From an optimization exercise on the open Yosys and OpenROAD flow, aimed at small area, a short achievable clock period and few clock cycles; shortcuts taken in it are not production practice.
Function was checked by simulation only, so behaviour that the tests miss may differ from the original.
Power figures rest on the tool's default switching activity, not on a simulated workload.

## job 7785
==> flow/design.v (excerpt) <==
module cn_codec (
    input  wire        clk,
    input  wire        rst,
    input  wire        cmd_valid,
    input  wire [31:0] cmd_word,
    input  wire [31:0] opa_addr,
    input  wire [31:0] opa_len,
    input  wire [31:0] opa_dst,
    input  wire [7:0]  opa_flags,
    input  wire [31:0] opa_seqack,
    output reg         busy,
    output wire [7:0]  res_code,
    output reg  [31:0] res_len,
    output reg  [15:0] res_cksum,
    output reg  [31:0] res_hdr0,
    output reg  [31:0] res_hdr1,
    output reg  [8:0]  res_hdr2,
    output wire        mem_req,
    output wire        mem_we,
    output wire [31:0] mem_addr,
    output wire [7:0]  mem_wdata,
    input  wire        mem_gnt,
    input  wire        mem_rvalid,
    input  wire [7:0]  mem_rdata
);
Size: ~2,400 cells after synthesis, about 350 I/O pins, ~21,000 um2 of cells after synthesis.
Settings: LEC_CHECK=0, CAP_MARGIN=20, CORE_MARGIN=2, CORE_UTILIZATION=40, CTS_BUF_LIST=sky130_fd_sc_hd__clkbuf_4, PLACE_DENSITY=0.6, SETUP_SLACK_MARGIN=4.8, SLEW_MARGIN=20; clock period 8.0 ns.
standard.sh (not shown) runs the stock make flow with config.mk's settings and CLKGATE_MAP_FILE= SYNTH_SCRIPT=/design/flow/synth_recipe.tcl, a recipe that flattens the netlist after the stock synthesis.
==> flow/flow/run.sh <==
#!/bin/bash
set -euo pipefail
export BUFFER_PORTS_ARGS="-buffer_cell sky130_fd_sc_hd__buf_1"
bash standard.sh > standard_flow.log 2>&1
Testbench counts of job 7785, summed over its fixed seeds: cycles 157,732.
What job 2274 does differently from job 7785 at the input level:
Settings: changing CORE_UTILIZATION from 40 to 65; changing SETUP_SLACK_MARGIN from 4.8 to 4.5; changing PLACE_DENSITY from 0.6 to 0.85.
==> comparison <==
Between job 2274 and job 7785, it is job 2274 whose global-route met2 utilization is higher, by 21 points. Compared with job 7785, in job 2274 maximum frequency down 4.1%; number of buffers and inverters on the critical path picked up an extra 2. Combinational share of power for job 2274: 0.9 points down relative to job 7785. As of job 2274, net load switching power had fallen by a few percent compared to job 7785. Wire length of the first global-routing pass in job 2274 vs job 7785: down 6.2%.
#### Input delta (job 1850 over job 2274)
Settings: changing CORE_UTILIZATION from 65 to 55; changing PLACE_DENSITY from 0.85 to 0.75.
==> flow/flow/run.sh <==
#!/bin/bash
set -euo pipefail
export BUFFER_PORTS_ARGS="-buffer_cell sky130_fd_sc_hd__buf_1"
export CTS_ARGS="-sink_clustering_enable -repair_clock_nets -dont_use_dummy_load -buf_list sky130_fd_sc_hd__clkbuf_4"
bash standard.sh > standard_flow.log 2>&1
Findings:
- Timing, DRC, antenna: 0 failures across job 1850 and job 2274
- The higher share of the final layout cell area in sequential cells of job 1850 and job 2274 is in job 1850.
- Utilization in job 1850 is 13 points below job 2274.
- When job 1850 is set beside job 2274, its global-route usage turns out to be 6.4 points smaller.
- Job 1850 vs. job 2274: multi-input combinational gate total flat; global placement routability congestion shows a reduction of about 1.3%.
- Synthesized cell count: job 2274 vs job 1850 identical
Here is what was changed in the inputs of job 2283 compared with job 1850.
==> flow/flow/run.sh <==
#!/bin/bash
set -euo pipefail
export BUFFER_PORTS_ARGS="-buffer_cell sky130_fd_sc_hd__buf_1"
bash standard.sh > standard_flow.log 2>&1
Notes after the runs:
Part of the power in the clock network: job 2283 vs job 1850 up 6.0 points. Higher worst setup slack for register-to-register paths among job 1850 and job 2283: job 2283. When job 2283 is measured against job 1850, its share of the final layout cell area in multi-input gates turns out 0.97 points lower. Relative to job 1850, total inserted antenna cells increased by 3 in job 2283. Compared with job 1850, total power draw in job 2283 increased by a little under 10%. Going from job 1850 to job 2283, via count moved up, worst setup slack moved up. Critical path required time (job 2283 over job 1850): decrease, 2050 ps. The run showing the greater fmax is job 2283. Against job 1850, job 2283 comes in 11 lower on critical path depth. Of job 1850 and job 2283, the lower area added between synthesis and finish belongs to job 1850.

Starting RTL as in the previous note.
Settings: LEC_CHECK=0, ABC_AREA=1, CAP_MARGIN=20, CORE_MARGIN=2, CORE_UTILIZATION=60, CTS_BUF_LIST=sky130_fd_sc_hd__clkbuf_4, PLACE_DENSITY=0.8, SETUP_SLACK_MARGIN=4.5, SLEW_MARGIN=20; clock period 8.0 ns.
==> flow/flow/run.sh <==
#!/bin/bash
set -euo pipefail
export BUFFER_PORTS_ARGS="-buffer_cell sky130_fd_sc_hd__buf_1"
export CTS_ARGS="-sink_clustering_enable -repair_clock_nets -dont_use_dummy_load -buf_list sky130_fd_sc_hd__clkbuf_8 -sink_clustering_size 12 -sink_clustering_max_diameter 60"
bash standard.sh > standard_flow.log 2>&1
Testbench counts at the start, summed over its fixed seeds: cycles 157,732.
Next try:
==> flow/flow/run.sh (replaced) <==
#!/bin/bash
set -euo pipefail
export BUFFER_PORTS_ARGS="-buffer_cell sky130_fd_sc_hd__buf_1"
bash standard.sh > standard_flow.log 2>&1
Settings changed: ABC_AREA 1 to default, CORE_UTILIZATION 60 to 55, CTS_BUF_LIST sky130_fd_sc_hd__clkbuf_4 to sky130_fd_sc_hd__clkbuf_8, PLACE_DENSITY 0.8 to 0.75.
Wire length falls by 3.5%.
Design area grows by 5.8%.
Worst hold slack loses 0.018 ns.
Critical path depth came out higher by 12.
Global-route usage shrinks by 4.9 points.
Cell count falls by 6.8%.
Next try:
==> flow/flow/run.sh (replaced) <==
#!/bin/bash
set -euo pipefail
export BUFFER_PORTS_ARGS="-buffer_cell sky130_fd_sc_hd__buf_1"
export CTS_ARGS="-sink_clustering_enable -repair_clock_nets -dont_use_dummy_load -buf_list sky130_fd_sc_hd__clkbuf_8 -sink_clustering_size 12 -sink_clustering_max_diameter 60"
bash standard.sh > standard_flow.log 2>&1
Settings changed: CTS_BUF_LIST sky130_fd_sc_hd__clkbuf_8 to sky130_fd_sc_hd__clkbuf_4.
=> Combinational power stays flat; die area stays the same; final area shrinks by 3.0%; final cell count drops by 2.2%; via count decreases by 1.5%.
Next try:
==> flow/flow/run.sh (replaced) <==
#!/bin/bash
set -euo pipefail
export BUFFER_PORTS_ARGS="-buffer_cell sky130_fd_sc_hd__buf_1"
export CTS_ARGS="-sink_clustering_enable -repair_clock_nets -dont_use_dummy_load -buf_list sky130_fd_sc_hd__clkbuf_8 -sink_clustering_size 16 -sink_clustering_max_diameter 50"
bash standard.sh > standard_flow.log 2>&1
Settings changed: ABC_AREA from default to 1, CORE_UTILIZATION 55 to 60, PLACE_DENSITY 0.75 to 0.8.
After rerunning:
- The changed run finished clean
- count of clock-buffer cells in the layout went up by 1
- area after synthesis went up by 0.86%
- cell count went up by 9.6%
- setup slack gets better by 0.062 ns
- combinational power went down by about 10%
- core utilization went up by 3.6 points
- clock skew went down by 0.0091 ns
- routed wire length went up by 5.2%
- register-to-register slack gets better by 0.11 ns
- worst hold slack gets better by 0.0058 ns
Next try:
==> flow/flow/run.sh (replaced) <==
#!/bin/bash
set -euo pipefail
export BUFFER_PORTS_ARGS="-buffer_cell sky130_fd_sc_hd__buf_1"
export CTS_ARGS="-sink_clustering_enable -repair_clock_nets -dont_use_dummy_load -buf_list sky130_fd_sc_hd__clkbuf_8 -sink_clustering_size 12 -sink_clustering_max_diameter 60"
bash standard.sh > standard_flow.log 2>&1
Settings changed: ABC_AREA 1 to default, CORE_UTILIZATION 60 to 55, PLACE_DENSITY 0.8 to 0.75, SETUP_SLACK_MARGIN 4.5 to 4.65.
Effect: Clock skew hardly moves. Cell area grows by a few percent. Global-route usage shrinks by 4.9 points. Die area rose by a little under a tenth.

## port drivers added, routing unchanged
How much do the figures lean on ideal ports? The routed layouts below were timed once more, with nothing changed but the port constraints.
Step 1, drivers: a clkbuf_16 drives clk and a buf_2 each remaining input, both assumed.
Step 2 times the ports against the registers' clock, not the clock port: input delays grow and output delays shrink by t, the midpoint of the rising clock arrivals with the driver on.
a / b / c = no drivers / after step 1 / after step 2; a / b = the first two.
run	t, ns	setup slack, ns	hold slack, ns	latest minus earliest clock arrival (ns)	worst register clock-pin slew, ns
job 7785	0.918	4.483 / 4.436 / 3.815	0.468 / 0.468 / 0.468	0.103 / 0.104	0.08 / 0.08
job 2274	0.781	4.334 / 4.334 / 3.772	0.455 / 0.455 / 0.455	0.081 / 0.081	0.08 / 0.08
job 1850	0.801	4.440 / 4.440 / 3.770	0.451 / 0.451 / 0.451	0.065 / 0.065	0.07 / 0.07
job 2283	0.843	4.527 / 4.475 / 3.724	0.469 / 0.469 / 0.469	0.058 / 0.058	0.08 / 0.08
the first run of note 2	0.646	4.576 / 4.523 / 3.931	0.466 / 0.466 / 0.466	0.078 / 0.078	0.09 / 0.09
the second run of note 2	0.700	4.517 / 4.517 / 3.829	0.448 / 0.448 / 0.448	0.042 / 0.042	0.07 / 0.07
the third run of note 2	0.654	4.522 / 4.472 / 3.858	0.459 / 0.459 / 0.459	0.068 / 0.068	0.09 / 0.09
the fourth run of note 2	0.668	4.585 / 4.556 / 3.910	0.464 / 0.464 / 0.464	0.052 / 0.052	0.10 / 0.10
the fifth run of note 2	0.645	4.475 / 4.475 / 3.834	0.444 / 0.444 / 0.444	0.059 / 0.059	0.09 / 0.09
After both steps every run listed still meets setup and hold. The setup slack of job 2283, which loses most, moves by -0.052 ns with the drivers and by -0.803 ns with both steps.
